From an optimization exercise on the open Yosys and OpenROAD flow, aimed at small area, a short achievable clock period and few clock cycles per item; shortcuts taken in it are not production practice.
Function was checked by simulation only, so behaviour that the tests miss may differ from the original.

==> flow/design.v <==
module arith_recip_rom (input wire [6:0] d, output wire [33:0] m);
    wire [127:0] t0 = 128'h205aa323225a8110050554d324e0af1b;
    assign m[0] = t0[d];
    wire [127:0] t1 = 128'hac13d12200abbac39ca1d63d68298f53;
    assign m[1] = t1[d];
    wire [127:0] t2 = 128'h0476506c11d1e7b60000f3e0a5c12e53;
    assign m[2] = t2[d];
    wire [127:0] t3 = 128'h1f4698991228ce478cbb714cbef3b25b;
    assign m[3] = t3[d];
    wire [127:0] t4 = 128'h0c1e0652f50d6b865850229d8b7e0e47;
    assign m[4] = t4[d];
    wire [127:0] t5 = 128'h6895dd741dbd2fb9332a5879602ef2e7;
    assign m[5] = t5[d];
    wire [127:0] t6 = 128'h0e54b021207d23b432da02509a04276d;
    assign m[6] = t6[d];
    wire [127:0] t7 = 128'h2830b0580d02ff3982578874c971bd0d;
    assign m[7] = t7[d];
    wire [127:0] t8 = 128'h03fc387a5d726006b98e2f7fb32971cd;
    assign m[8] = t8[d];
    wire [127:0] t9 = 128'hbc835433e13d7009cb770f8773711d3d;
    assign m[9] = t9[d];
    wire [127:0] t10 = 128'h28ac8172d91aecd4fe8b8a862d600671;
    assign m[10] = t10[d];
    wire [127:0] t11 = 128'h0c3491928678078727af9a8ea4800e91;
    assign m[11] = t11[d];
    wire [127:0] t12 = 128'h6c288a454b18c2f40820c8b7694862f9;
    assign m[12] = t12[d];
    wire [127:0] t13 = 128'h2dd5232c16c9a387ac091af9ac5fa07b;
    assign m[13] = t13[d];
    wire [127:0] t14 = 128'h0aa03aee84410a444a083308658fcba3;
    assign m[14] = t14[d];
    wire [127:0] t15 = 128'h1ea4387f0b3ad845a0b8db8255a77b2b;
    assign m[15] = t15[d];
    wire [127:0] t16 = 128'h0480f5a0049f46a29bf2d449443a0187;
    assign m[16] = t16[d];
    wire [127:0] t17 = 128'ha897b706649794e94a29964da290fbc7;
    assign m[17] = t17[d];
    wire [127:0] t18 = 128'h03be0125a6654db082fe20ce16b8accf;
    assign m[18] = t18[d];
    wire [127:0] t19 = 128'h4436e2aa54600f59cbddd09aa631561f;
    assign m[19] = t19[d];
    wire [127:0] t20 = 128'h2866412425688770d78d83dff553ba15;
    assign m[20] = t20[d];
    wire [127:0] t21 = 128'h1ab9d5dd44cfa8df9ef9a1311a2b1ad5;
    assign m[21] = t21[d];
    wire [127:0] t22 = 128'h066a99fcd17065604b04c0a0a1460d91;
    assign m[22] = t22[d];
    wire [127:0] t23 = 128'h01e64b5699801cd56c03aac06a7eafb9;
    assign m[23] = t23[d];
    wire [127:0] t24 = 128'h001e38cdb4aaa966700066554c7e6521;
    assign m[24] = t24[d];
    wire [127:0] t25 = 128'haaab5296d933318780001e33252b49c1;
    assign m[25] = t25[d];
    wire [127:0] t26 = 128'h6666c9b24b696b52aaaaab5a49b38e01;
    assign m[26] = t26[d];
    wire [127:0] t27 = 128'h1e1e3871c718e73199999936db695aab;
    assign m[27] = t27[d];
    wire [127:0] t28 = 128'h01fe07f03f07e0f0787878f1c718c667;
    assign m[28] = t28[d];
    wire [127:0] t29 = 128'h0001fff000ffe00ff807f80fc0f83e1f;
    assign m[29] = t29[d];
    wire [127:0] t30 = 128'h0000000fffffe00007fff8003ff801ff;
    assign m[30] = t30[d];
    wire [127:0] t31 = 128'h0000000000001ffffffff8000007ffff;
    assign m[31] = t31[d];
    wire [127:0] t32 = 128'h0000000000000000000007ffffffffff;
    assign m[32] = t32[d];
    wire [127:0] t33 = 128'hffffffffffffffffffffffffffffffff;
    assign m[33] = t33[d];
endmodule
module arith_norm8 (
    input  wire [7:0] n,
    output wire [7:0] nn,
    output reg  [2:0] lz
);
    integer i;
    always @* begin
        lz = 3'd0;
        for (i = 0; i < 8; i = i + 1)
            if (n[i]) lz = 3'd7 - i[2:0];
    end
    assign nn = n << lz;
endmodule
module arith_div (
    input  wire [7:0]  nn,
    input  wire [2:0]  lzn,
    input  wire [2:0]  lzd,
    input  wire [33:0] m,
    output wire [31:0] y
);
    wire [41:0] p    = nn * m;
    wire        top  = p[41];
    wire [23:0] mant = top ? p[41:18] : p[40:17];
    wire        g    = top ? p[17] : p[16];
    wire [24:0] mr   = {1'b0, mant} + {24'd0, g};
    wire [7:0]  e    = 8'd126 + {5'd0, lzd} - {5'd0, lzn} + {7'd0, top} + {7'd0, mr[24]};
    wire [22:0] fr   = mr[24] ? mr[23:1] : mr[22:0];
    assign y = nn[7] ? {1'b0, e, fr} : 32'd0;
endmodule
module arith_cmul_k0299 (input wire [31:0] x, output wire [34:0] q);
    wire [23:0] mx = {1'b1, x[22:0]};
    wire [49:0] pw = ({26'd0, mx} << 3) + ({26'd0, mx} << 7) + ({26'd0, mx} << 13) + ({26'd0, mx} << 16) + ({26'd0, mx} << 21) + ({26'd0, mx} << 23)
                    - ({26'd0, mx} << 0)
                    - ({26'd0, mx} << 9)
                    - ({26'd0, mx} << 11)
                    - ({26'd0, mx} << 19);
    wire [47:0] p  = pw[47:0];
    wire        top  = p[47];
    wire [23:0] mant = top ? p[47:24] : p[46:23];
    wire        g    = top ? p[23] : p[22];
    wire        st   = top ? |p[22:0] : |p[21:0];
    wire [7:0]  e    = x[30:23] + 8'd254 + {7'd0, top};
    assign q = {x[30:23] != 8'd0, e, mant, g, st};
endmodule
module arith_cmul_k0587 (input wire [31:0] x, output wire [34:0] q);
    wire [23:0] mx = {1'b1, x[22:0]};
    wire [49:0] pw = ({26'd0, mx} << 1) + ({26'd0, mx} << 5) + ({26'd0, mx} << 11) + ({26'd0, mx} << 14) + ({26'd0, mx} << 21) + ({26'd0, mx} << 23)
                    - ({26'd0, mx} << 7)
                    - ({26'd0, mx} << 9)
                    - ({26'd0, mx} << 17)
                    - ({26'd0, mx} << 19);
    wire [47:0] p  = pw[47:0];
    wire        top  = p[47];
    wire [23:0] mant = top ? p[47:24] : p[46:23];
    wire        g    = top ? p[23] : p[22];
    wire        st   = top ? |p[22:0] : |p[21:0];
    wire [7:0]  e    = x[30:23] + 8'd255 + {7'd0, top};
    assign q = {x[30:23] != 8'd0, e, mant, g, st};
endmodule
module arith_cmul_k0114 (input wire [31:0] x, output wire [34:0] q);
    wire [23:0] mx = {1'b1, x[22:0]};
    wire [49:0] pw = ({26'd0, mx} << 0) + ({26'd0, mx} << 2) + ({26'd0, mx} << 4) + ({26'd0, mx} << 8) + ({26'd0, mx} << 17) + ({26'd0, mx} << 19) + ({26'd0, mx} << 24)
                    - ({26'd0, mx} << 6)
                    - ({26'd0, mx} << 11)
                    - ({26'd0, mx} << 15)
                    - ({26'd0, mx} << 21);
    wire [47:0] p  = pw[47:0];
    wire        top  = p[47];
    wire [23:0] mant = top ? p[47:24] : p[46:23];
    wire        g    = top ? p[23] : p[22];
    wire        st   = top ? |p[22:0] : |p[21:0];
    wire [7:0]  e    = x[30:23] + 8'd252 + {7'd0, top};
    assign q = {x[30:23] != 8'd0, e, mant, g, st};
endmodule
module arith_cmul_k168736 (input wire [31:0] x, output wire [34:0] q);
    wire [23:0] mx = {1'b1, x[22:0]};
    wire [49:0] pw = ({26'd0, mx} << 0) + ({26'd0, mx} << 5) + ({26'd0, mx} << 8) + ({26'd0, mx} << 11) + ({26'd0, mx} << 16) + ({26'd0, mx} << 24)
                    - ({26'd0, mx} << 14)
                    - ({26'd0, mx} << 18)
                    - ({26'd0, mx} << 20)
                    - ({26'd0, mx} << 22);
    wire [47:0] p  = pw[47:0];
    wire        top  = p[47];
    wire [23:0] mant = top ? p[47:24] : p[46:23];
    wire        g    = top ? p[23] : p[22];
    wire        st   = top ? |p[22:0] : |p[21:0];
    wire [7:0]  e    = x[30:23] + 8'd253 + {7'd0, top};
    assign q = {x[30:23] != 8'd0, e, mant, g, st};
endmodule
module arith_cmul_k331264 (input wire [31:0] x, output wire [34:0] q);
    wire [23:0] mx = {1'b1, x[22:0]};
    wire [49:0] pw = ({26'd0, mx} << 13) + ({26'd0, mx} << 17) + ({26'd0, mx} << 19) + ({26'd0, mx} << 21) + ({26'd0, mx} << 23)
                    - ({26'd0, mx} << 0)
                    - ({26'd0, mx} << 4)
                    - ({26'd0, mx} << 7)
                    - ({26'd0, mx} << 10)
                    - ({26'd0, mx} << 15);
    wire [47:0] p  = pw[47:0];
    wire        top  = p[47];
    wire [23:0] mant = top ? p[47:24] : p[46:23];
    wire        g    = top ? p[23] : p[22];
    wire        st   = top ? |p[22:0] : |p[21:0];
    wire [7:0]  e    = x[30:23] + 8'd254 + {7'd0, top};
    assign q = {x[30:23] != 8'd0, e, mant, g, st};
endmodule
module arith_cmul_k418688 (input wire [31:0] x, output wire [34:0] q);
    wire [23:0] mx = {1'b1, x[22:0]};
    wire [49:0] pw = ({26'd0, mx} << 3) + ({26'd0, mx} << 6) + ({26'd0, mx} << 15) + ({26'd0, mx} << 24)
                    - ({26'd0, mx} << 1)
                    - ({26'd0, mx} << 9)
                    - ({26'd0, mx} << 13)
                    - ({26'd0, mx} << 17)
                    - ({26'd0, mx} << 19)
                    - ({26'd0, mx} << 21);
    wire [47:0] p  = pw[47:0];
    wire        top  = p[47];
    wire [23:0] mant = top ? p[47:24] : p[46:23];
    wire        g    = top ? p[23] : p[22];
    wire        st   = top ? |p[22:0] : |p[21:0];
    wire [7:0]  e    = x[30:23] + 8'd254 + {7'd0, top};
    assign q = {x[30:23] != 8'd0, e, mant, g, st};
endmodule
module arith_cmul_k081312 (input wire [31:0] x, output wire [34:0] q);
    wire [23:0] mx = {1'b1, x[22:0]};
    wire [49:0] pw = ({26'd0, mx} << 3) + ({26'd0, mx} << 11) + ({26'd0, mx} << 15) + ({26'd0, mx} << 19) + ({26'd0, mx} << 21) + ({26'd0, mx} << 23)
                    - ({26'd0, mx} << 5)
                    - ({26'd0, mx} << 8)
                    - ({26'd0, mx} << 17);
    wire [47:0] p  = pw[47:0];
    wire        top  = p[47];
    wire [23:0] mant = top ? p[47:24] : p[46:23];
    wire        g    = top ? p[23] : p[22];
    wire        st   = top ? |p[22:0] : |p[21:0];
    wire [7:0]  e    = x[30:23] + 8'd252 + {7'd0, top};
    assign q = {x[30:23] != 8'd0, e, mant, g, st};
endmodule
module arith_round (input wire [34:0] q, output wire [31:0] y);
    wire [23:0] mant = q[25:2];
    wire        inc  = q[1] & (q[0] | mant[0]);
    wire [24:0] mr   = {1'b0, mant} + {24'd0, inc};
    wire [7:0]  e    = q[33:26] + {7'd0, mr[24]};
    wire [22:0] fr   = mr[24] ? mr[23:1] : mr[22:0];
    assign y = q[34] ? {1'b0, e, fr} : 32'd0;
endmodule
module arith_qcoef (input wire [31:0] s, output wire [5:0] q);
    reg [4:0] mag;
    always @* begin
        mag = 5'd0;
        if (s[30:0] >= 31'h3d1e9b23) mag = 5'd1;
        if (s[30:0] >= 31'h3d9e9b23) mag = 5'd2;
        if (s[30:0] >= 31'h3dede8b4) mag = 5'd3;
        if (s[30:0] >= 31'h3e1e9b23) mag = 5'd4;
        if (s[30:0] >= 31'h3e4641eb) mag = 5'd5;
        if (s[30:0] >= 31'h3e6de8b4) mag = 5'd6;
        if (s[30:0] >= 31'h3e8ac7be) mag = 5'd7;
        if (s[30:0] >= 31'h3e9e9b23) mag = 5'd8;
        if (s[30:0] >= 31'h3eb26e87) mag = 5'd9;
        if (s[30:0] >= 31'h3ec641eb) mag = 5'd10;
        if (s[30:0] >= 31'h3eda1550) mag = 5'd11;
        if (s[30:0] >= 31'h3eede8b4) mag = 5'd12;
        if (s[30:0] >= 31'h3f00de0c) mag = 5'd13;
        if (s[30:0] >= 31'h3f0ac7be) mag = 5'd14;
        if (s[30:0] >= 31'h3f14b171) mag = 5'd15;
        if (s[30:0] >= 31'h3f1e9b23) mag = 5'd16;
        if (s[30:0] >= 31'h3f2884d5) mag = 5'd17;
        if (s[30:0] >= 31'h3f326e87) mag = 5'd18;
        if (s[30:0] >= 31'h3f3c5839) mag = 5'd19;
        if (s[30:0] >= 31'h3f4641eb) mag = 5'd20;
        if (s[30:0] >= 31'h3f502b9d) mag = 5'd21;
        if (s[30:0] >= 31'h3f5a1550) mag = 5'd22;
        if (s[30:0] >= 31'h3f63ff02) mag = 5'd23;
        if (s[30:0] >= 31'h3f6de8b4) mag = 5'd24;
        if (s[30:0] >= 31'h3f77d266) mag = 5'd25;
        if (s[30:0] >= 31'h3f80de0c) mag = 5'd26;
        if (s[30:0] >= 31'h3f85d2e5) mag = 5'd27;
        if (s[30:0] >= 31'h3f8ac7be) mag = 5'd28;
        if (s[30:0] >= 31'h3f8fbc98) mag = 5'd29;
        if (s[30:0] >= 31'h3f94b171) mag = 5'd30;
    end
    assign q = s[31] ? (6'd0 - {1'b0, mag}) : {1'b0, mag};
endmodule
module fp_add (
    input  wire [31:0] a,
    input  wire [31:0] b,
    output wire [31:0] y
);
    wire [7:0]  ea   = a[30:23];
    wire [7:0]  eb   = b[30:23];
    wire [8:0]  dab  = {1'b0, ea} - {1'b0, eb};
    wire [7:0]  dba  = eb - ea;
    wire        a_x  = !dab[8];                  
    wire [31:0] x    = a_x ? a : b;
    wire [31:0] z    = a_x ? b : a;
    wire [7:0]  d    = a_x ? dab[7:0] : dba;
    wire [7:0]  ex   = x[30:23];
    wire [23:0] mx   = {|x[30:23], x[22:0]};
    wire [23:0] mz   = {|z[30:23], z[22:0]};
    wire        sub  = a[31] ^ b[31];
    wire        near = sub && (d[7:1] == 7'd0);
    wire [4:0]  sh   = (d > 8'd26) ? 5'd27 : d[4:0];
    wire [53:0] zw   = {mz, 3'd0, 27'd0} >> sh;
    wire [26:0] zal  = {zw[53:28], zw[27] | (|zw[26:0])};
    wire [27:0] s    = sub ? ({1'b0, mx, 3'd0} - {1'b0, zal}) : ({1'b0, mx, 3'd0} + {1'b0, zal});
    wire [23:0] fm   = s[27] ? s[27:4] : s[26] ? s[26:3] : s[25:2];
    wire        fg   = s[27] ? s[3]    : s[26] ? s[2]    : s[1];
    wire        fst  = s[27] ? |s[2:0] : s[26] ? |s[1:0] : s[0];
    wire [7:0]  fe   = s[27] ? ex + 8'd1 : s[26] ? ex : ex - 8'd1;
    wire        finc = fg & (fst | fm[0]);
    wire [24:0] fmr  = {1'b0, fm} + {24'd0, finc};
    wire [31:0] fy   = {x[31], fmr[24] ? fe + 8'd1 : fe, fmr[24] ? fmr[23:1] : fmr[22:0]};
    wire [24:0] na_  = {mx, 1'b0};
    wire [24:0] nb_  = d[0] ? {1'b0, mz} : {mz, 1'b0};
    wire [25:0] n1   = {1'b0, na_} - {1'b0, nb_};
    wire [24:0] n2   = nb_ - na_;
    wire        neg  = n1[25];
    wire [24:0] nd   = neg ? n2 : n1[24:0];
    wire        nsg  = neg ? z[31] : x[31];
    reg  [4:0]  lz;
    integer i;
    always @* begin
        lz = 5'd0;
        for (i = 0; i < 25; i = i + 1)
            if (nd[i]) lz = 5'd24 - i[4:0];
    end
    wire [24:0] nsh  = nd << lz;
    wire        ninc = nd[24] & nd[0] & nd[1];
    wire [24:0] nmr  = {1'b0, nd[24:1]} + {24'd0, ninc};
    wire [31:0] ny0  = {nsg, nmr[24] ? ex + 8'd1 : ex, nmr[24] ? nmr[23:1] : nmr[22:0]};
    wire [31:0] ny1  = {nsg, ex - {3'd0, lz}, nsh[23:1]};
    wire [31:0] ny   = (nd == 25'd0) ? 32'd0 : nd[24] ? ny0 : ny1;
    assign y = (mx == 24'd0) ? 32'd0 : near ? ny : fy;
endmodule
module fp_add_ss (
    input  wire [31:0] a,
    input  wire [31:0] b,
    output wire [31:0] y
);
    wire [7:0]  ea   = a[30:23];
    wire [7:0]  eb   = b[30:23];
    wire [8:0]  dab  = {1'b0, ea} - {1'b0, eb};
    wire [7:0]  dba  = eb - ea;
    wire        a_x  = !dab[8];
    wire [31:0] x    = a_x ? a : b;
    wire [31:0] z    = a_x ? b : a;
    wire [7:0]  d    = a_x ? dab[7:0] : dba;
    wire [7:0]  ex   = x[30:23];
    wire [23:0] mx   = {|x[30:23], x[22:0]};
    wire [23:0] mz   = {|z[30:23], z[22:0]};
    wire [4:0]  sh   = (d > 8'd26) ? 5'd27 : d[4:0];
    wire [53:0] zw   = {mz, 3'd0, 27'd0} >> sh;
    wire [26:0] zal  = {zw[53:28], zw[27] | (|zw[26:0])};
    wire [27:0] s    = {1'b0, mx, 3'd0} + {1'b0, zal};
    wire [23:0] fm   = s[27] ? s[27:4] : s[26:3];
    wire        fg   = s[27] ? s[3]    : s[2];
    wire        fst  = s[27] ? |s[2:0] : |s[1:0];
    wire [7:0]  fe   = s[27] ? ex + 8'd1 : ex;
    wire        finc = fg & (fst | fm[0]);
    wire [24:0] fmr  = {1'b0, fm} + {24'd0, finc};
    assign y = (mx == 24'd0) ? 32'd0
             : {x[31], fmr[24] ? fe + 8'd1 : fe, fmr[24] ? fmr[23:1] : fmr[22:0]};
endmodule
module arith_compress (
    input  wire        clk,
    input  wire        rst,         
    input  wire        in_valid,
    output wire        in_ready,
    input  wire [95:0] in_pix,      
    input  wire [7:0]  in_denom,
    output reg         out_valid,
    output reg  [31:0] out_cw,
    output reg  [1:0]  out_fault    
);
    localparam [30:0] F_ONE  = 31'h3F800000;
    localparam [30:0] F_HALF = 31'h3F000000;
    function [31:0] fneg(input [31:0] x);
        fneg = {~x[31], x[30:0]};
    endfunction
    function [31:0] fhalf(input [31:0] x);    
        fhalf = (x[30:23] == 8'd0) ? 32'd0 : {x[31], x[30:23] - 8'd1, x[22:0]};
    endfunction
    reg  [1:0] ph;
    assign in_ready = (ph == 2'd3);
    always @(posedge clk) begin
        if (rst)           ph <= 2'd0;
        else if (in_valid) ph <= ph + 2'd1;
    end
    wire [1:0]  lane = (ph == 2'd0) ? 2'd1 : (ph == 2'd1) ? 2'd0 : ph;
    wire [23:0] px   = in_pix[24*lane +: 24];
    wire [7:0]  nr, ng, nb, dn;
    wire [2:0]  lr, lg, lb, ld;
    arith_norm8 u_nr (.n(px[23:16]), .nn(nr), .lz(lr));
    arith_norm8 u_ng (.n(px[15:8]),  .nn(ng), .lz(lg));
    arith_norm8 u_nb (.n(px[7:0]),   .nn(nb), .lz(lb));
    arith_norm8 u_nd (.n(in_denom),  .nn(dn), .lz(ld));
    wire [33:0] rcp;
    arith_recip_rom u_rom (.d(dn[6:0]), .m(rcp));
    reg        v1, dz1;
    reg [1:0]  ph1;
    reg [7:0]  nr1, ng1, nb1;
    reg [2:0]  lr1, lg1, lb1, ld1;
    reg [33:0] rcp1;
    always @(posedge clk) begin
        v1   <= !rst && in_valid;
        ph1  <= ph;
        dz1  <= !dn[7];
        nr1  <= nr;
        ng1  <= ng;
        nb1  <= nb;
        lr1  <= lr;
        lg1  <= lg;
        lb1  <= lb;
        ld1  <= ld;
        rcp1 <= rcp;
    end
    wire [31:0] fr, fg, fb;
    arith_div u_dr (.nn(nr1), .lzn(lr1), .lzd(ld1), .m(rcp1), .y(fr));
    arith_div u_dg (.nn(ng1), .lzn(lg1), .lzd(ld1), .m(rcp1), .y(fg));
    arith_div u_db (.nn(nb1), .lzn(lb1), .lzd(ld1), .m(rcp1), .y(fb));
    reg        v2, dz2;
    reg [1:0]  ph2;
    reg [31:0] r2, g2, b2;
    always @(posedge clk) begin
        v2  <= !rst && v1;
        ph2 <= ph1;
        dz2 <= dz1;
        r2  <= fr;
        g2  <= fg;
        b2  <= fb;
    end
    wire [34:0] q_y_r, q_pb_r, q_y_g, q_pb_g, q_pr_g, q_y_b, q_pr_b;
    arith_cmul_k0299    u_m1 (.x(r2), .q(q_y_r));
    arith_cmul_k168736  u_m2 (.x(r2), .q(q_pb_r));
    arith_cmul_k0587    u_m3 (.x(g2), .q(q_y_g));
    arith_cmul_k331264  u_m4 (.x(g2), .q(q_pb_g));
    arith_cmul_k418688  u_m5 (.x(g2), .q(q_pr_g));
    arith_cmul_k0114    u_m6 (.x(b2), .q(q_y_b));
    arith_cmul_k081312  u_m7 (.x(b2), .q(q_pr_b));
    reg        v2r, dz2r;
    reg [1:0]  ph2r;
    reg [34:0] qyr, qpbr, qyg, qpbg, qprg, qyb, qprb;
    reg [31:0] hr2, hb2;
    always @(posedge clk) begin
        v2r  <= !rst && v2;
        ph2r <= ph2;
        dz2r <= dz2;
        qyr  <= q_y_r;
        qpbr <= q_pb_r;
        qyg  <= q_y_g;
        qpbg <= q_pb_g;
        qprg <= q_pr_g;
        qyb  <= q_y_b;
        qprb <= q_pr_b;
        hr2  <= fhalf(r2);
        hb2  <= fhalf(b2);
    end
    wire [31:0] p_y_r, p_pb_r, p_y_g, p_pb_g, p_pr_g, p_y_b, p_pr_b;
    arith_round u_r1 (.q(qyr),  .y(p_y_r));
    arith_round u_r2 (.q(qpbr), .y(p_pb_r));
    arith_round u_r3 (.q(qyg),  .y(p_y_g));
    arith_round u_r4 (.q(qpbg), .y(p_pb_g));
    arith_round u_r5 (.q(qprg), .y(p_pr_g));
    arith_round u_r6 (.q(qyb),  .y(p_y_b));
    arith_round u_r7 (.q(qprb), .y(p_pr_b));
    reg        v3, dz3;
    reg [1:0]  ph3;
    reg [31:0] pyr_3, ppbr_3, pyg_3, ppbg_3, pprg_3, hr_3, pyb_3, hb_3, pprb_3;
    always @(posedge clk) begin
        v3     <= !rst && v2r;
        ph3    <= ph2r;
        dz3    <= dz2r;
        pyr_3  <= p_y_r;
        ppbr_3 <= p_pb_r;
        pyg_3  <= p_y_g;
        ppbg_3 <= p_pb_g;
        pprg_3 <= p_pr_g;
        hr_3   <= hr2;
        pyb_3  <= p_y_b;
        hb_3   <= hb2;
        pprb_3 <= p_pr_b;
    end
    wire [31:0] y1, n1, pr1;
    fp_add_ss u_a1 (.a(pyr_3),  .b(pyg_3),        .y(y1));     
    fp_add_ss u_a2 (.a(ppbr_3), .b(ppbg_3),       .y(n1));     
    fp_add    u_a3 (.a(hr_3),   .b(fneg(pprg_3)), .y(pr1));    
    reg        v4, dz4;
    reg [1:0]  ph4;
    reg [31:0] y1_4, n1_4, pr1_4, pyb_4, hb_4, pprb_4;
    always @(posedge clk) begin
        v4     <= !rst && v3;
        ph4    <= ph3;
        dz4    <= dz3;
        y1_4   <= y1;
        n1_4   <= n1;
        pr1_4  <= pr1;
        pyb_4  <= pyb_3;
        hb_4   <= hb_3;
        pprb_4 <= pprb_3;
    end
    wire [31:0] y, pb, pr;
    fp_add_ss u_a4 (.a(y1_4),        .b(pyb_4),        .y(y));
    fp_add    u_a5 (.a(fneg(n1_4)),  .b(hb_4),         .y(pb));
    fp_add    u_a6 (.a(pr1_4),       .b(fneg(pprb_4)), .y(pr));
    wire [31:0] ycl  = (y[30:0]  > F_ONE)  ? {1'b0, F_ONE}    : y;    
    wire [31:0] pbcl = (pb[30:0] > F_HALF) ? {pb[31], F_HALF} : pb;
    wire [31:0] prcl = (pr[30:0] > F_HALF) ? {pr[31], F_HALF} : pr;
    wire e0 = v4 && (ph4 == 2'd0);
    wire e1 = v4 && (ph4 == 2'd1);
    wire e2 = v4 && (ph4 == 2'd2);
    wire e3 = v4 && (ph4 == 2'd3);
    reg  d1, d2, d3, d4, d5;
    reg  dz_d1, dz_d2, dz_d3, dz_d4, dz_d5;
    reg  [31:0] yl0, yl1, yl2, hpb, hpr;
    reg  [31:0] x0, z0, x1, z1, x2, z2, x3, z3;
    reg  [31:0] spbf, sprf, hc, hd, qa, qb, qc, qd;
    reg  [3:0]  ipb, ipr;
    wire [31:0] o0, o1, o2, o3;
    fp_add u_f0 (.a(x0), .b(z0), .y(o0));
    fp_add u_f1 (.a(x1), .b(z1), .y(o1));
    fp_add u_f2 (.a(x2), .b(z2), .y(o2));
    fp_add u_f3 (.a(x3), .b(z3), .y(o3));
    wire [3:0] ipb_n, ipr_n;
    arith_cidx u_i1 (.s(spbf), .q(ipb_n));
    arith_cidx u_i2 (.s(sprf), .q(ipr_n));
    always @(posedge clk) begin
        d1    <= !rst && e3;
        d2    <= !rst && d1;
        d3    <= !rst && d2;
        d4    <= !rst && d3;
        d5    <= !rst && d4;
        dz_d1 <= dz4;
        dz_d2 <= dz_d1;
        dz_d3 <= dz_d2;
        dz_d4 <= dz_d3;
        dz_d5 <= dz_d4;
        if (e0) begin
            yl1 <= ycl;
            hpb <= pbcl;
            hpr <= prcl;
        end
        if (e1) yl0 <= ycl;
        if (e2) yl2 <= ycl;
        if (e1) begin
            x2 <= hpb;  z2 <= pbcl;
            x3 <= hpr;  z3 <= prcl;
        end else if (e2 || e3) begin
            x2 <= o2;   z2 <= pbcl;
            x3 <= o3;   z3 <= prcl;
        end else if (d1) begin
            x2 <= o1;   z2 <= yl1;
            x3 <= o1;   z3 <= fneg(yl1);
        end
        if (e3) begin
            x0 <= ycl;  z0 <= yl2;
            x1 <= ycl;  z1 <= fneg(yl2);
        end else if (d1) begin
            x0 <= o0;   z0 <= yl1;
            x1 <= o0;   z1 <= fneg(yl1);
        end else if (d2) begin
            x0 <= o0;   z0 <= yl0;
            x1 <= o1;   z1 <= fneg(yl0);
        end else if (d3) begin
            x0 <= hc;   z0 <= fneg(z0);
            x1 <= hd;   z1 <= fneg(z1);
        end
        if (d1) begin
            spbf <= o2;
            sprf <= o3;
        end
        if (d2) begin
            ipb <= ipb_n;
            ipr <= ipr_n;
            hc  <= o2;
            hd  <= o3;
        end
        if (d3) begin
            qa <= o0;
            qb <= o1;
        end
        if (d4) begin
            qc <= o0;
            qd <= o1;
        end
    end
    wire        ovf = (qa[30:0] >= 31'h40800000);
    wire [7:0]  esh = qa[30:23] - 8'd123;
    wire [23:0] ma  = {1'b1, qa[22:0]} >> (5'd23 - esh[4:0]);
    wire [5:0]  na  = (qa[30:23] < 8'd123) ? 6'd0 : ma[5:0];
    wire [5:0]  nqb, nqc, nqd;
    arith_qcoef u_q1 (.s(qb), .q(nqb));
    arith_qcoef u_q2 (.s(qc), .q(nqc));
    arith_qcoef u_q3 (.s(qd), .q(nqd));
    always @(posedge clk) begin
        out_valid <= !rst && d5;
        if (d5) begin
            if (dz_d5) begin
                out_fault <= 2'd2;
                out_cw    <= 32'd0;
            end else if (ovf) begin
                out_fault <= 2'd1;
                out_cw    <= 32'd0;
            end else begin
                out_fault <= 2'd0;
                out_cw    <= {na, nqb, nqc, nqd, ipb, ipr};
            end
        end
    end
endmodule
module arith_cidx (input wire [31:0] s, output reg [3:0] q);
    wire [30:0] mag = s[30:0];
    integer m;
    always @* begin
        if (!s[31] || mag == 31'd0) begin
            q = 4'd8;
            for (m = 1; m < 8; m = m + 1)
                if (mag >= cedge(m)) q = q + 4'd1;
        end else begin
            q = 4'd0;
            for (m = 1; m < 8; m = m + 1)
                if (mag <= cedge(m)) q = q + 4'd1;
        end
    end
    function [30:0] cedge(input integer k);    
        case (k)
        1: cedge = 31'h3E800000;
        2: cedge = 31'h3F000000;
        3: cedge = 31'h3F400000;
        4: cedge = 31'h3F800000;
        5: cedge = 31'h3FA00000;
        6: cedge = 31'h3FC00000;
        default: cedge = 31'h3FE00000;
        endcase
    endfunction
endmodule
==> flow/run.sh <==
#!/bin/bash
# synth_recipe.tcl (not shown) runs the flow's synth.tcl, then flattens the netlist and writes it again
# the make line also repeats each setting of config.mk as NAME=value (left out here)
make -C /OpenROAD-flow-scripts/flow DESIGN_CONFIG=/design/flow/config.mk WORK_HOME=/design/flow/orfs CLKGATE_MAP_FILE= SYNTH_SCRIPT=/design/flow/synth_recipe.tcl finish
==> flow/config.mk <==
export PLATFORM = sky130hd
export DESIGN_NAME = arith_compress
export DESIGN_NICKNAME = arith_compress
export VERILOG_FILES = /design/flow/design.v
export SDC_FILE = /design/flow/constraint.sdc
export NUM_CORES = 4
export LEC_CHECK = 0
export ABC_AREA = 1
export CAP_MARGIN = 20
export CORE_MARGIN = 2
export CORE_UTILIZATION = 30
export SLEW_MARGIN = 20
==> flow/constraint.sdc <==
create_clock -name core_clock -period 28.0 [get_ports {clk}]
set_input_delay 5.6000 -clock core_clock [delete_from_list [all_inputs] [get_ports {clk}]]
set_output_delay 5.6000 -clock core_clock [all_outputs]
set_load 0.01 [all_outputs]
==> results of run 1 <==
[logic make-up (layout without fill, tap and decap cells)]
kind of cell | Yosys count | after routing | share of synthesized area (%)
AO/OA/AOI/OAI | 6529 | 6529 | 14.2
XOR/XNOR | 1508 | 1508 | 5.19
other | 1 | 13 | 0.00147
multiplexers | 132 | 132 | 0.531
AND/OR/NAND/NOR | 17700 | 17700 | 29.3
flip-flops | 1640 | 1640 | 15.6
buffers and inverters | 7798 | 7532 | 11.8
adder cells (fa/ha/maj) | 3832 | 3832 | 23.5
[synth_stat cells, types with 261 or more instances]
master,instances
o21ai_0,2820
xor2_1,1068
nand4_1,611
xnor2_1,439
nand3_1,2977
ha_1,2252
clkbuf_1,889
nor2_1,3002
a21oi_1,2238
fa_1,1580
inv_1,6420
nand2_1,9918
nor3_1,461
dfxtp_1,961
nor4_1,261
edfxtp_1,679
[cells in the final DEF, fill, tap and decap left out, types with 611 or more instances in the layout]
cell / instances
a21oi_1: 2237
dfxtp_1: 931
edfxtp_1: 679
fa_1: 1580
ha_1: 2251
inv_1: 6418
nand2_1: 9907
nand3_1: 2976
nand4_1: 611
nor2_1: 2990
o21ai_0: 2804
xor2_1: 1064
[metrics by stage]
step	setup slack, ns	hold slack [ns]	utilization, %	std cells
finish	13.70	0.314	32.5	50100
floorplan	17.99	0.310	-	39200
global route	11.92	0.323	32.5	50100
global placement	13.19	0.310	31.8	49800
CTS	13.45	0.319	32.5	50100
detailed placement	13.44	0.312	31.8	49800
[final cells by class]
type | count | area [um^2]
sequential | 1640 | 39700
fill | 94000 | 571000
inverter | 6530 | 24500
clock buffer | 229 | 4970
clock inverter | 99 | 1200
antenna | 8 | 20.0
tap | 11200 | 14000
multi-input combinational | 29700 | 185000
timing repair buffer | 674 | 5410
[sequential cells by signal, indices dropped and copies added, names as in the netlist, 33 cells and up]
| name | cells |
|---|---|
| qyg | 35 |
| rcp1 | 33 |
| qpbr | 34 |
| qprb | 34 |
| qpbg | 34 |
| qyr | 35 |
| qyb | 35 |
| qprg | 34 |
[layer usage]
layer | vias up | wire length [um] | track usage, %
met5 | - | 32 | 0
met4 | 6 | 56100 | 10.2
met3 | 1790 | 61200 | 2.33
met2 | 8861 | 435000 | 35.6
met1 | 119000 | 409000 | 28.1
li1 | 126000 | - | -
[how the worst max path moves through the flow]
stage	end	slack, ns	cells after the start
2_1_floorplan	qyb[33]$_DFF_P_	17.99	51
3_3_place_gp	x0[5]$_DFFE_PP_	13.19	67
3_5_place_dp	x0[11]$_DFFE_PP_	13.44	67
4_1_cts	x0[11]$_DFFE_PP_	13.45	67
5_1_grt	x0[11]$_DFFE_PP_	11.92	65
6_report	x0[2]$_DFFE_PP_	13.70	65
==> summary.txt, run 1 <==
- Clock Tree Buf Depth: 4
- Area of the mapped netlist: 255000 um^2
- Synth unique cells: 85
- Startpoint Class: flip-flop
- Post-synth EDFFs: 679
- Post-synth top area share: 14.6%
- Min-Delay Path Class: flip-flop to flip-flop
- Largest net degree at the start of global routing: 114
- Failed Checks: antenna violations
- Gr ovfl total: 0
- Fin. Hold Viols: 0
- Buffers & Inverters on Critical Path: 10
- RePlAce Congestion: 1.01
- First-pass GRT wire length: 1460000 um
- Hold endpoint: dz2r$_DFF_P_
- Antenna-violating nets left: 1
- Syn Inst Count: 39200
- TritonCTS Buffers: 179
- CTS tree: built
- Drt initial violations: 23400
- Row cnt: 338
- Wire per inst: 19.2 um
- Critical path fanouts, max: 55
- Post-CTS sizing: 0
- 1st-pass router iterations: 10
- Max Slew Vio Count: 0
- Syn avg cell area: 6.51 um^2
- Die H: 925 um
- Worst setup path startpoint: pyb_4[28]$_DFF_P_
- Die area: 857000 um^2
- Nets@finish: 42700
- FF+latch count, synth: 1640
- Seq/Total Area, Yosys: 15.6%
- Clock Root Buffer: clkbuf_16
- # Max-Cap Violations: 0
- Hold_buf cts: 0
- CP Capture Type: flip-flop
- Main flop type after synthesis: dfxtp_1
- Drt via density: 5.09
- Cell family with most CP delay: simple AND/OR/NAND/NOR gates
- Crit-path max cell delay: 0.64 ns
- R2R setup slack: 13.70 ns
- Final instance area: 275000 um^2
- Synth area leader: nand2_1
- Transition time of the tightest slew-check pin: 1.26 ns
- Period utilization: 51.1%
- Worst Skew: 0.112 ns
- Final TNS setup: 0 ns
- Slowest cell on crit path: inv_1
- Ys async rst share: 0%
- Layout cells sized above 1: 3.21%
- PortBufs: 142
- CTS Sinks: 1640
- GRT Util Overall: 21.5%
- Placed wire-length estimate: 785000 um
- Crit-path most repeated cell: nand2_1
- Ys Warns: 5
- Clock-pin slew on the worst setup and hold paths: 0.07 ns
- Synth top area cells: nand2_1, fa_1, ha_1, inv_1, edfxtp_1
- Worst R2R Path Depth: 65
- Min Tclk post-route: 14.30 ns
- Area of placed instances: 269000 um^2
- Final wirelength: 961000 um
- Hold path start: dz2$_DFF_P_
- Initial Util: 30.1%
- WS Path Type: flip-flop to flip-flop
- Area Growth Syn to Fin: 8.06%
- # setup viols final: 0
- Post-CTS Setup Inserts: 0
- Antenna violations before repair: 19
- Number of global-route vias before repair: 241000
- IO Count: 143
- Via count: 255000
- Number of remaining DRC errors: 0
- H-tree Lvls: 4
- Slew Limit Headroom: 15.9%
- Worst Hold Depth: 0
- Data arrival, critical path: 15.14 ns
- Reg2Reg Capture Point: x0[2]$_DFFE_PP_
- Die Wd: 925 um
- RSZ-0062 raised after global routing: no
- Maximum clock frequency: 0.0699 GHz
- Status: finished with violations
- Worst reg2reg startpoint: pyb_4[28]$_DFF_P_
- CP required: 28.84 ns
- Worst-Skew Late Latency: 1.00 ns
- Core Footprint: 847000 um^2
Testbench counts, summed over its fixed seeds: cycles 12,888, blocks 3,200.
==> inputs of run 2 (changes only) <==
--- a/flow/design.v
+++ b/flow/design.v
@@ -88,7 +88,11 @@
     input  wire [33:0] m,
     output wire [31:0] y
 );
-    wire [41:0] p    = nn * m;
+    wire [41:0] p    = {m, 7'd0}
+                     + (nn[6] ? {2'd0, m, 6'd0} : 42'd0) + (nn[5] ? {3'd0, m, 5'd0} : 42'd0)
+                     + (nn[4] ? {4'd0, m, 4'd0} : 42'd0) + (nn[3] ? {5'd0, m, 3'd0} : 42'd0)
+                     + (nn[2] ? {6'd0, m, 2'd0} : 42'd0) + (nn[1] ? {7'd0, m, 1'd0} : 42'd0)
+                     + (nn[0] ? {8'd0, m} : 42'd0);
     wire        top  = p[41];
     wire [23:0] mant = top ? p[41:18] : p[40:17];
     wire        g    = top ? p[17] : p[16];
@@ -97,120 +101,136 @@
     wire [22:0] fr   = mr[24] ? mr[23:1] : mr[22:0];
     assign y = nn[7] ? {1'b0, e, fr} : 32'd0;
 endmodule
-module arith_cmul_k0299 (input wire [31:0] x, output wire [34:0] q);
+module arith_cmul_k0299 (input wire [31:0] x, output wire [35:0] q);
     wire [23:0] mx = {1'b1, x[22:0]};
-    wire [49:0] pw = ({26'd0, mx} << 3) + ({26'd0, mx} << 7) + ({26'd0, mx} << 13) + ({26'd0, mx} << 16) + ({26'd0, mx} << 21) + ({26'd0, mx} << 23)
-                    - ({26'd0, mx} << 0)
-                    - ({26'd0, mx} << 9)
-                    - ({26'd0, mx} << 11)
-                    - ({26'd0, mx} << 19);
+    wire [49:0] pw = ({26'd0, ~mx} << 0)
+                    + ({26'd0, mx} << 3)
+                    + ({26'd0, mx} << 7)
+                    + ({26'd0, ~mx} << 9)
+                    + ({26'd0, ~mx} << 11)
+                    + ({26'd0, mx} << 13)
+                    + ({26'd0, mx} << 16)
+                    + ({26'd0, ~mx} << 19)
+                    + ({26'd0, mx} << 21)
+                    + ({26'd0, mx} << 23)
+                    + 50'h3f7f5ff080a01;
     wire [47:0] p  = pw[47:0];
-    wire        top  = p[47];
-    wire [23:0] mant = top ? p[47:24] : p[46:23];
-    wire        g    = top ? p[23] : p[22];
-    wire        st   = top ? |p[22:0] : |p[21:0];
-    wire [7:0]  e    = x[30:23] + 8'd254 + {7'd0, top};
-    assign q = {x[30:23] != 8'd0, e, mant, g, st};
+    wire [7:0]  e    = x[30:23] + 8'd254;
+    assign q = {x[30:23] != 8'd0, e, p[47:22], |p[21:0]};
 endmodule
-module arith_cmul_k0587 (input wire [31:0] x, output wire [34:0] q);
+module arith_cmul_k0587 (input wire [31:0] x, output wire [35:0] q);
     wire [23:0] mx = {1'b1, x[22:0]};
-    wire [49:0] pw = ({26'd0, mx} << 1) + ({26'd0, mx} << 5) + ({26'd0, mx} << 11) + ({26'd0, mx} << 14) + ({26'd0, mx} << 21) + ({26'd0, mx} << 23)
-                    - ({26'd0, mx} << 7)
-                    - ({26'd0, mx} << 9)
-                    - ({26'd0, mx} << 17)
-                    - ({26'd0, mx} << 19);
+    wire [49:0] pw = ({26'd0, mx} << 1)
+                    + ({26'd0, mx} << 5)
+                    + ({26'd0, ~mx} << 7)
+                    + ({26'd0, ~mx} << 9)
+                    + ({26'd0, mx} << 11)
+                    + ({26'd0, mx} << 14)
+                    + ({26'd0, ~mx} << 17)
+                    + ({26'd0, ~mx} << 19)
+                    + ({26'd0, mx} << 21)
+                    + ({26'd0, mx} << 23)
+                    + 50'h3f5fd800a0280;
     wire [47:0] p  = pw[47:0];
-    wire        top  = p[47];
-    wire [23:0] mant = top ? p[47:24] : p[46:23];
-    wire        g    = top ? p[23] : p[22];
-    wire        st   = top ? |p[22:0] : |p[21:0];
-    wire [7:0]  e    = x[30:23] + 8'd255 + {7'd0, top};
-    assign q = {x[30:23] != 8'd0, e, mant, g, st};
+    wire [7:0]  e    = x[30:23] + 8'd255;
+    assign q = {x[30:23] != 8'd0, e, p[47:22], |p[21:0]};
 endmodule
-module arith_cmul_k0114 (input wire [31:0] x, output wire [34:0] q);
+module arith_cmul_k0114 (input wire [31:0] x, output wire [35:0] q);
     wire [23:0] mx = {1'b1, x[22:0]};
-    wire [49:0] pw = ({26'd0, mx} << 0) + ({26'd0, mx} << 2) + ({26'd0, mx} << 4) + ({26'd0, mx} << 8) + ({26'd0, mx} << 17) + ({26'd0, mx} << 19) + ({26'd0, mx} << 24)
-                    - ({26'd0, mx} << 6)
-                    - ({26'd0, mx} << 11)
-                    - ({26'd0, mx} << 15)
-                    - ({26'd0, mx} << 21);
+    wire [49:0] pw = ({26'd0, mx} << 0)
+                    + ({26'd0, mx} << 2)
+                    + ({26'd0, mx} << 4)
+                    + ({26'd0, ~mx} << 6)
+                    + ({26'd0, mx} << 8)
+                    + ({26'd0, ~mx} << 11)
+                    + ({26'd0, ~mx} << 15)
+                    + ({26'd0, mx} << 17)
+                    + ({26'd0, mx} << 19)
+                    + ({26'd0, ~mx} << 21)
+                    + ({26'd0, mx} << 24)
+                    + 50'h3df77c0208840;
     wire [47:0] p  = pw[47:0];
-    wire        top  = p[47];
-    wire [23:0] mant = top ? p[47:24] : p[46:23];
-    wire        g    = top ? p[23] : p[22];
-    wire        st   = top ? |p[22:0] : |p[21:0];
-    wire [7:0]  e    = x[30:23] + 8'd252 + {7'd0, top};
-    assign q = {x[30:23] != 8'd0, e, mant, g, st};
+    wire [7:0]  e    = x[30:23] + 8'd252;
+    assign q = {x[30:23] != 8'd0, e, p[47:22], |p[21:0]};
 endmodule
-module arith_cmul_k168736 (input wire [31:0] x, output wire [34:0] q);
+module arith_cmul_k168736 (input wire [31:0] x, output wire [35:0] q);
     wire [23:0] mx = {1'b1, x[22:0]};
-    wire [49:0] pw = ({26'd0, mx} << 0) + ({26'd0, mx} << 5) + ({26'd0, mx} << 8) + ({26'd0, mx} << 11) + ({26'd0, mx} << 16) + ({26'd0, mx} << 24)
-                    - ({26'd0, mx} << 14)
-                    - ({26'd0, mx} << 18)
-                    - ({26'd0, mx} << 20)
-                    - ({26'd0, mx} << 22);
+    wire [49:0] pw = ({26'd0, mx} << 0)
+                    + ({26'd0, mx} << 5)
+                    + ({26'd0, mx} << 8)
+                    + ({26'd0, mx} << 11)
+                    + ({26'd0, ~mx} << 14)
+                    + ({26'd0, mx} << 16)
+                    + ({26'd0, ~mx} << 18)
+                    + ({26'd0, ~mx} << 20)
+                    + ({26'd0, ~mx} << 22)
+                    + ({26'd0, mx} << 24)
+                    + 50'h3abc000544000;
     wire [47:0] p  = pw[47:0];
-    wire        top  = p[47];
-    wire [23:0] mant = top ? p[47:24] : p[46:23];
-    wire        g    = top ? p[23] : p[22];
-    wire        st   = top ? |p[22:0] : |p[21:0];
-    wire [7:0]  e    = x[30:23] + 8'd253 + {7'd0, top};
-    assign q = {x[30:23] != 8'd0, e, mant, g, st};
+    wire [7:0]  e    = x[30:23] + 8'd253;
+    assign q = {x[30:23] != 8'd0, e, p[47:22], |p[21:0]};
 endmodule
-module arith_cmul_k331264 (input wire [31:0] x, output wire [34:0] q);
+module arith_cmul_k331264 (input wire [31:0] x, output wire [35:0] q);
     wire [23:0] mx = {1'b1, x[22:0]};
-    wire [49:0] pw = ({26'd0, mx} << 13) + ({26'd0, mx} << 17) + ({26'd0, mx} << 19) + ({26'd0, mx} << 21) + ({26'd0, mx} << 23)
-                    - ({26'd0, mx} << 0)
-                    - ({26'd0, mx} << 4)
-                    - ({26'd0, mx} << 7)
-                    - ({26'd0, mx} << 10)
-                    - ({26'd0, mx} << 15);
+    wire [49:0] pw = ({26'd0, ~mx} << 0)
+                    + ({26'd0, ~mx} << 4)
+                    + ({26'd0, ~mx} << 7)
+                    + ({26'd0, ~mx} << 10)
+                    + ({26'd0, mx} << 13)
+                    + ({26'd0, ~mx} << 15)
+                    + ({26'd0, mx} << 17)
+                    + ({26'd0, mx} << 19)
+                    + ({26'd0, mx} << 21)
+                    + ({26'd0, mx} << 23)
+                    + 50'h3ff7b6f008491;
     wire [47:0] p  = pw[47:0];
-    wire        top  = p[47];
-    wire [23:0] mant = top ? p[47:24] : p[46:23];
-    wire        g    = top ? p[23] : p[22];
-    wire        st   = top ? |p[22:0] : |p[21:0];
-    wire [7:0]  e    = x[30:23] + 8'd254 + {7'd0, top};
-    assign q = {x[30:23] != 8'd0, e, mant, g, st};
+    wire [7:0]  e    = x[30:23] + 8'd254;
+    assign q = {x[30:23] != 8'd0, e, p[47:22], |p[21:0]};
 endmodule
-module arith_cmul_k418688 (input wire [31:0] x, output wire [34:0] q);
+module arith_cmul_k418688 (input wire [31:0] x, output wire [35:0] q);
     wire [23:0] mx = {1'b1, x[22:0]};
-    wire [49:0] pw = ({26'd0, mx} << 3) + ({26'd0, mx} << 6) + ({26'd0, mx} << 15) + ({26'd0, mx} << 24)
-                    - ({26'd0, mx} << 1)
-                    - ({26'd0, mx} << 9)
-                    - ({26'd0, mx} << 13)
-                    - ({26'd0, mx} << 17)
-                    - ({26'd0, mx} << 19)
-                    - ({26'd0, mx} << 21);
+    wire [49:0] pw = ({26'd0, ~mx} << 1)
+                    + ({26'd0, mx} << 3)
+                    + ({26'd0, mx} << 6)
+                    + ({26'd0, ~mx} << 9)
+                    + ({26'd0, ~mx} << 13)
+                    + ({26'd0, mx} << 15)
+                    + ({26'd0, ~mx} << 17)
+                    + ({26'd0, ~mx} << 19)
+                    + ({26'd0, ~mx} << 21)
+                    + ({26'd0, mx} << 24)
+                    + 50'h3d5ddfe2a2202;
     wire [47:0] p  = pw[47:0];
-    wire        top  = p[47];
-    wire [23:0] mant = top ? p[47:24] : p[46:23];
-    wire        g    = top ? p[23] : p[22];
-    wire        st   = top ? |p[22:0] : |p[21:0];
-    wire [7:0]  e    = x[30:23] + 8'd254 + {7'd0, top};
-    assign q = {x[30:23] != 8'd0, e, mant, g, st};
+    wire [7:0]  e    = x[30:23] + 8'd254;
+    assign q = {x[30:23] != 8'd0, e, p[47:22], |p[21:0]};
 endmodule
-module arith_cmul_k081312 (input wire [31:0] x, output wire [34:0] q);
+module arith_cmul_k081312 (input wire [31:0] x, output wire [35:0] q);
     wire [23:0] mx = {1'b1, x[22:0]};
-    wire [49:0] pw = ({26'd0, mx} << 3) + ({26'd0, mx} << 11) + ({26'd0, mx} << 15) + ({26'd0, mx} << 19) + ({26'd0, mx} << 21) + ({26'd0, mx} << 23)
-                    - ({26'd0, mx} << 5)
-                    - ({26'd0, mx} << 8)
-                    - ({26'd0, mx} << 17);
+    wire [49:0] pw = ({26'd0, mx} << 3)
+                    + ({26'd0, ~mx} << 5)
+                    + ({26'd0, ~mx} << 8)
+                    + ({26'd0, mx} << 11)
+                    + ({26'd0, mx} << 15)
+                    + ({26'd0, ~mx} << 17)
+                    + ({26'd0, mx} << 19)
+                    + ({26'd0, mx} << 21)
+                    + ({26'd0, mx} << 23)
+                    + 50'h3fdfee0020120;
     wire [47:0] p  = pw[47:0];
-    wire        top  = p[47];
-    wire [23:0] mant = top ? p[47:24] : p[46:23];
-    wire        g    = top ? p[23] : p[22];
-    wire        st   = top ? |p[22:0] : |p[21:0];
-    wire [7:0]  e    = x[30:23] + 8'd252 + {7'd0, top};
-    assign q = {x[30:23] != 8'd0, e, mant, g, st};
-endmodule
-module arith_round (input wire [34:0] q, output wire [31:0] y);
-    wire [23:0] mant = q[25:2];
-    wire        inc  = q[1] & (q[0] | mant[0]);
+    wire [7:0]  e    = x[30:23] + 8'd252;
+    assign q = {x[30:23] != 8'd0, e, p[47:22], |p[21:0]};
+endmodule
+module arith_round (input wire [35:0] q, output wire [31:0] y);
+    wire [25:0] p    = q[26:1];                  
+    wire        top  = p[25];
+    wire [23:0] mant = top ? p[25:2] : p[24:1];
+    wire        g    = top ? p[1] : p[0];
+    wire        st   = (top & p[0]) | q[0];
+    wire        inc  = g & (st | mant[0]);
     wire [24:0] mr   = {1'b0, mant} + {24'd0, inc};
-    wire [7:0]  e    = q[33:26] + {7'd0, mr[24]};
+    wire [7:0]  e    = q[34:27] + {7'd0, top} + {7'd0, mr[24]};
     wire [22:0] fr   = mr[24] ? mr[23:1] : mr[22:0];
-    assign y = q[34] ? {1'b0, e, fr} : 32'd0;
+    assign y = q[35] ? {1'b0, e, fr} : 32'd0;
 endmodule
 module arith_qcoef (input wire [31:0] s, output wire [5:0] q);
     reg [4:0] mag;
@@ -268,8 +288,10 @@
     wire        sub  = a[31] ^ b[31];
     wire        near = sub && (d[7:1] == 7'd0);
     wire [4:0]  sh   = (d > 8'd26) ? 5'd27 : d[4:0];
-    wire [53:0] zw   = {mz, 3'd0, 27'd0} >> sh;
-    wire [26:0] zal  = {zw[53:28], zw[27] | (|zw[26:0])};
+    wire [26:0] zsh  = {mz, 3'd0} >> sh;
+    wire [23:0] lost = ~(24'hFFFFFF << (sh - 5'd3));    
+    wire        zst  = (sh > 5'd3) && |(mz & lost);
+    wire [26:0] zal  = {zsh[26:1], zsh[0] | zst};
     wire [27:0] s    = sub ? ({1'b0, mx, 3'd0} - {1'b0, zal}) : ({1'b0, mx, 3'd0} + {1'b0, zal});
     wire [23:0] fm   = s[27] ? s[27:4] : s[26] ? s[26:3] : s[25:2];
     wire        fg   = s[27] ? s[3]    : s[26] ? s[2]    : s[1];
@@ -281,9 +303,8 @@
     wire [24:0] na_  = {mx, 1'b0};
     wire [24:0] nb_  = d[0] ? {1'b0, mz} : {mz, 1'b0};
     wire [25:0] n1   = {1'b0, na_} - {1'b0, nb_};
-    wire [24:0] n2   = nb_ - na_;
     wire        neg  = n1[25];
-    wire [24:0] nd   = neg ? n2 : n1[24:0];
+    wire [24:0] nd   = (n1[24:0] ^ {25{neg}}) + {24'd0, neg};
     wire        nsg  = neg ? z[31] : x[31];
     reg  [4:0]  lz;
     integer i;
@@ -397,7 +418,7 @@
         g2  <= fg;
         b2  <= fb;
     end
-    wire [34:0] q_y_r, q_pb_r, q_y_g, q_pb_g, q_pr_g, q_y_b, q_pr_b;
+    wire [35:0] q_y_r, q_pb_r, q_y_g, q_pb_g, q_pr_g, q_y_b, q_pr_b;
     arith_cmul_k0299    u_m1 (.x(r2), .q(q_y_r));
     arith_cmul_k168736  u_m2 (.x(r2), .q(q_pb_r));
     arith_cmul_k0587    u_m3 (.x(g2), .q(q_y_g));
@@ -407,7 +428,7 @@
     arith_cmul_k081312  u_m7 (.x(b2), .q(q_pr_b));
     reg        v2r, dz2r;
     reg [1:0]  ph2r;
-    reg [34:0] qyr, qpbr, qyg, qpbg, qprg, qyb, qprb;
+    reg [35:0] qyr, qpbr, qyg, qpbg, qprg, qyb, qprb;
     reg [31:0] hr2, hb2;
     always @(posedge clk) begin
         v2r  <= !rst && v2;
@@ -481,7 +502,7 @@
     reg  dz_d1, dz_d2, dz_d3, dz_d4, dz_d5;
     reg  [31:0] yl0, yl1, yl2, hpb, hpr;
     reg  [31:0] x0, z0, x1, z1, x2, z2, x3, z3;
-    reg  [31:0] spbf, sprf, hc, hd, qa, qb, qc, qd;
+    reg  [31:0] spbf, sprf, hc, hd, q0, q1;
     reg  [3:0]  ipb, ipr;
     wire [31:0] o0, o1, o2, o3;
     fp_add u_f0 (.a(x0), .b(z0), .y(o0));
@@ -515,7 +536,7 @@
         end else if (e2 || e3) begin
             x2 <= o2;   z2 <= pbcl;
             x3 <= o3;   z3 <= prcl;
-        end else if (d1) begin
+        end else begin                   
             x2 <= o1;   z2 <= yl1;
             x3 <= o1;   z3 <= fneg(yl1);
         end
@@ -528,50 +549,48 @@
         end else if (d2) begin
             x0 <= o0;   z0 <= yl0;
             x1 <= o1;   z1 <= fneg(yl0);
-        end else if (d3) begin
+        end else begin                   
             x0 <= hc;   z0 <= fneg(z0);
             x1 <= hd;   z1 <= fneg(z1);
         end
-        if (d1) begin
-            spbf <= o2;
-            sprf <= o3;
-        end
+        spbf <= o2;                      
+        sprf <= o3;
         if (d2) begin
             ipb <= ipb_n;
             ipr <= ipr_n;
             hc  <= o2;
             hd  <= o3;
         end
-        if (d3) begin
-            qa <= o0;
-            qb <= o1;
-        end
+        q0 <= o0;                        
+        q1 <= o1;
+    end
+    wire        ovf = (q0[30:0] >= 31'h40800000);
+    wire [7:0]  esh = q0[30:23] - 8'd123;
+    wire [23:0] ma  = {1'b1, q0[22:0]} >> (5'd23 - esh[4:0]);
+    wire [5:0]  na  = (q0[30:23] < 8'd123) ? 6'd0 : ma[5:0];
+    wire [5:0]  nq0, nq1;
+    arith_qcoef u_q0 (.s(q0), .q(nq0));
+    arith_qcoef u_q1 (.s(q1), .q(nq1));
+    reg        ovf_r;
+    reg  [5:0] na_r, nb_r;
+    always @(posedge clk) begin
         if (d4) begin
-            qc <= o0;
-            qd <= o1;
+            ovf_r <= ovf;
+            na_r  <= na;
+            nb_r  <= nq1;
         end
     end
-    wire        ovf = (qa[30:0] >= 31'h40800000);
-    wire [7:0]  esh = qa[30:23] - 8'd123;
-    wire [23:0] ma  = {1'b1, qa[22:0]} >> (5'd23 - esh[4:0]);
-    wire [5:0]  na  = (qa[30:23] < 8'd123) ? 6'd0 : ma[5:0];
-    wire [5:0]  nqb, nqc, nqd;
-    arith_qcoef u_q1 (.s(qb), .q(nqb));
-    arith_qcoef u_q2 (.s(qc), .q(nqc));
-    arith_qcoef u_q3 (.s(qd), .q(nqd));
     always @(posedge clk) begin
         out_valid <= !rst && d5;
-        if (d5) begin
-            if (dz_d5) begin
-                out_fault <= 2'd2;
-                out_cw    <= 32'd0;
-            end else if (ovf) begin
-                out_fault <= 2'd1;
-                out_cw    <= 32'd0;
-            end else begin
-                out_fault <= 2'd0;
-                out_cw    <= {na, nqb, nqc, nqd, ipb, ipr};
-            end
+        if (dz_d5) begin
+            out_fault <= 2'd2;
+            out_cw    <= 32'd0;
+        end else if (ovf_r) begin
+            out_fault <= 2'd1;
+            out_cw    <= 32'd0;
+        end else begin
+            out_fault <= 2'd0;
+            out_cw    <= {na_r, nb_r, nq0, nq1, ipb, ipr};
         end
     end
 endmodule
--- a/flow/config.mk
+++ b/flow/config.mk
@@ -8,5 +8,5 @@
 export ABC_AREA = 1
 export CAP_MARGIN = 20
 export CORE_MARGIN = 2
-export CORE_UTILIZATION = 30
+export CORE_UTILIZATION = 40
 export SLEW_MARGIN = 20
==> run 2 against run 1 <==
Effect of this change:
- now clean on timing, DRC and antenna
- clock-buffer cell count rose by 13
- worst hold slack worse by 0.076 ns
- routed wire length increased by 5.4%
- global-route usage up 11 points
- via count fell by 4.4%
- die area fell by 30%
- first-iteration DRC count down 5.9%
- sequential share of layout area down 0.92 points
- fmax up 4.6%
- area after synthesis shrank 6.4%
- critical endpoint is now x2[24]$_DFF_P_
- largest cell class unchanged
==> summary.txt, run 2 <==
- Drt initial violations: 22000
- Clock Tree Buf Depth: 4
- Number of global-route vias before repair: 233000
- Period utilization: 48.8%
- Largest net degree at the start of global routing: 80
- IO Count: 143
- Layout cells sized above 1: 4.16%
- Critical path fanouts, max: 35
- Gr ovfl total: 0
- Cell family with most CP delay: simple AND/OR/NAND/NOR gates
- Crit-path most repeated cell: nand2_1
- Post-synth top area share: 14.4%
- Area of the mapped netlist: 239000 um^2
- Ys Warns: 5
- Reg2Reg Capture Point: x2[24]$_DFF_P_
- Clock-pin slew on the worst setup and hold paths: 0.07 ns
- H-tree Lvls: 4
- Die H: 776 um
- Ys async rst share: 0%
- Placement Setup Slack: 14.67 ns
- CP Capture Type: flip-flop
- Worst Skew: 0.111 ns
- Status: complete, no violations
- Min Tclk post-route: 13.67 ns
- Die Wd: 776 um
- Synth unique cells: 93
- # setup viols final: 0
- CP required: 28.82 ns
- PortBufs: 142
- Fin. Hold Viols: 0
- Fin worst setup slack: 14.33 ns
- Post-synth EDFFs: 273
- Area Growth Syn to Fin: 6.87%
- Min-Delay Path Class: flip-flop to flip-flop
- Seq/Total Area, Yosys: 14.4%
- Max Slew Vio Count: 0
- Crit-path max cell delay: 0.70 ns
- CTS tree: built
- RSZ-0062 raised after global routing: no
- Most instantiated cells after synthesis: nand2_1, inv_1, nor2_1
- Data arrival, critical path: 14.49 ns
- Post-CTS Setup Inserts: 0
- Synth area leader: nand2_1
- Drt via density: 5.51
- R2R setup slack: 14.33 ns
- M2 GR Usage: 54.5%
- Met3 Use GR: 3.70%
- Initial Util: 40.1%
- Wire per inst: 22.8 um
- Number of remaining DRC errors: 0
- Worst reg2reg startpoint: z0[24]$_DFFE_PP_
- Syn avg cell area: 6.51 um^2
- Buffers & Inverters on Critical Path: 11
- Cell with the most instances after synthesis: nand2_1
- Commonest non-fill, non-tap cell in the layout: nand2_1
- FF+latch count, synth: 1581
- Core Footprint: 594000 um^2
- Antenna violations before repair: 32
- Post-CTS sizing: 0
- Biggest regs: qyg x36, qyr x36
- Main flop type after synthesis: dfxtp_1
- Final wirelength: 1010000 um
- Worst R2R Path Depth: 61
- Slew Limit Headroom: 10.7%
- Most used routing layer: met2
- Maximum clock frequency: 0.0732 GHz
- WS Path Type: flip-flop to flip-flop
- CP endpoint: x2[24]$_DFF_P_
- Syn Inst Count: 36700
- Row cnt: 283
- GRT Util Overall: 32.4%
- Final TNS setup: 0 ns
- Antenna-violating nets left: 0
- CTS Sinks: 1581
- Hold_buf cts: 0
- First-pass GRT wire length: 1490000 um
- Nets@finish: 40000
- Clock Root Buffer: clkbuf_16
- 1st-pass router iterations: 10
- # Max-Cap Violations: 0
- Crit. path cell count: 61
- Startpoint Class: flip-flop
- Met1 usage: 39.6%
- Die area: 603000 um^2
- Slowest cell on crit path: nand2_1
- Worst setup path startpoint: z0[24]$_DFFE_PP_
- TritonCTS Buffers: 190
- RePlAce Congestion: 1.04
- Placed wire-length estimate: 835000 um
- Synth top area cells: nand2_1, fa_1, dfxtp_1, ha_1, inv_1
- Transition time of the tightest slew-check pin: 1.34 ns
- Commonest non-fill, non-tap cells in the layout: nand2_1, inv_1, nor2_1, o21ai_0, nand3_1
- Worst-Skew Late Latency: 1.00 ns
- Via count: 244000
## run 2: layer usage
| layer | vias up | routed length [um] |
|---|---|---|
| met1 | 116000 | 408000 |
| met2 | 8629 | 469000 |
| li1 | 118000 | - |
| met5 | - | 166 |
| met4 | 24 | 77800 |
| met3 | 2068 | 57900 |
## run 2: cell type report
| type | count | area [um^2] |
|---|---|---|
| flip-flops and latches | 1581 | 34400 |
| inverters | 5721 | 21500 |
| well taps | 7837 | 9810 |
| clock buffers | 242 | 5310 |
| fillers | 63500 | 339000 |
| diodes | 22 | 55.1 |
| repair buffers | 616 | 4980 |
| multi-input cells | 28200 | 178000 |
| clock inverters | 108 | 1330 |
## run 2: how the worst min path moves through the flow
| stage | from | to | slack (ns) | cells past startpoint |
|---|---|---|---|---|
| final | pprb_3[11]$_SDFF_PN0_ | pprb_4[11]$_DFF_P_ | 0.24 | 0 |
| after global routing | pprb_3[11]$_SDFF_PN0_ | pprb_4[11]$_DFF_P_ | 0.23 | 0 |
| after CTS | pprb_3[11]$_SDFF_PN0_ | pprb_4[11]$_DFF_P_ | 0.20 | 0 |
| after detailed placement | hb_3[27]$_DFF_P_ | hb_4[27]$_DFF_P_ | 0.31 | 0 |
| after global placement | hr2[28]$_SDFF_PN0_ | hr_3[28]$_DFF_P_ | 0.31 | 0 |
| after floorplan | dz1$_DFF_P_ | dz2$_DFF_P_ | 0.31 | 0 |
## run 2: kinds of logic after synthesis
logic type	Yosys count	share of synthesized area, %
muxes	139	0.596
adders and majority gates	3617	23.8
and+or+nand+nor	16700	29.9
DFF	1581	14.4
AOI/OAI and AO/OA	6068	14.1
other	1	0.00157
xor gates and xnor gates	1615	5.95
buffers and inverters	6900	11.2
## run 2: through the flow
| stage | hold WS (ns) | cells | area, um^2 | util [%] |
|---|---|---|---|---|
| after floorplan | 0.310 | 36700 | 239000 | - |
| after global placement | 0.310 | 43900 | 248000 | 41.8 |
| after detailed placement | 0.312 | 43900 | 248000 | 41.8 |
| after CTS | 0.199 | 44300 | 255000 | 42.9 |
| after global routing | 0.227 | 44300 | 255000 | 42.9 |
| final | 0.238 | 44300 | 255000 | 42.9 |
Testbench counts of run 2, summed over its fixed seeds: cycles 12,888, blocks 3,200.

re-timing with driven ports:
Ports are ideal in the flow. The routed layouts listed here were re-timed in OpenROAD. Step 1 sets driving cells, clkbuf_16 on the clock port and buf_2 on the other inputs (assumed; they add their load-dependent delay and slew). Step 2 also shifts input and output timing later by t, the mid clock arrival at the registers, as if the neighbouring blocks saw the same clock. a / b / c = ideal / step 1 / step 2; a / b = the first two.
run	shift t [ns]	setup WS [ns]	hold slack, ns	slew at the worst register clock pin (ns)
run 1	1.085	13.697 / 13.697 / 13.697	0.314 / 0.314 / 0.314	0.08 / 0.08
run 2	1.065	14.331 / 14.331 / 14.331	0.238 / 0.238 / 0.238	0.09 / 0.09
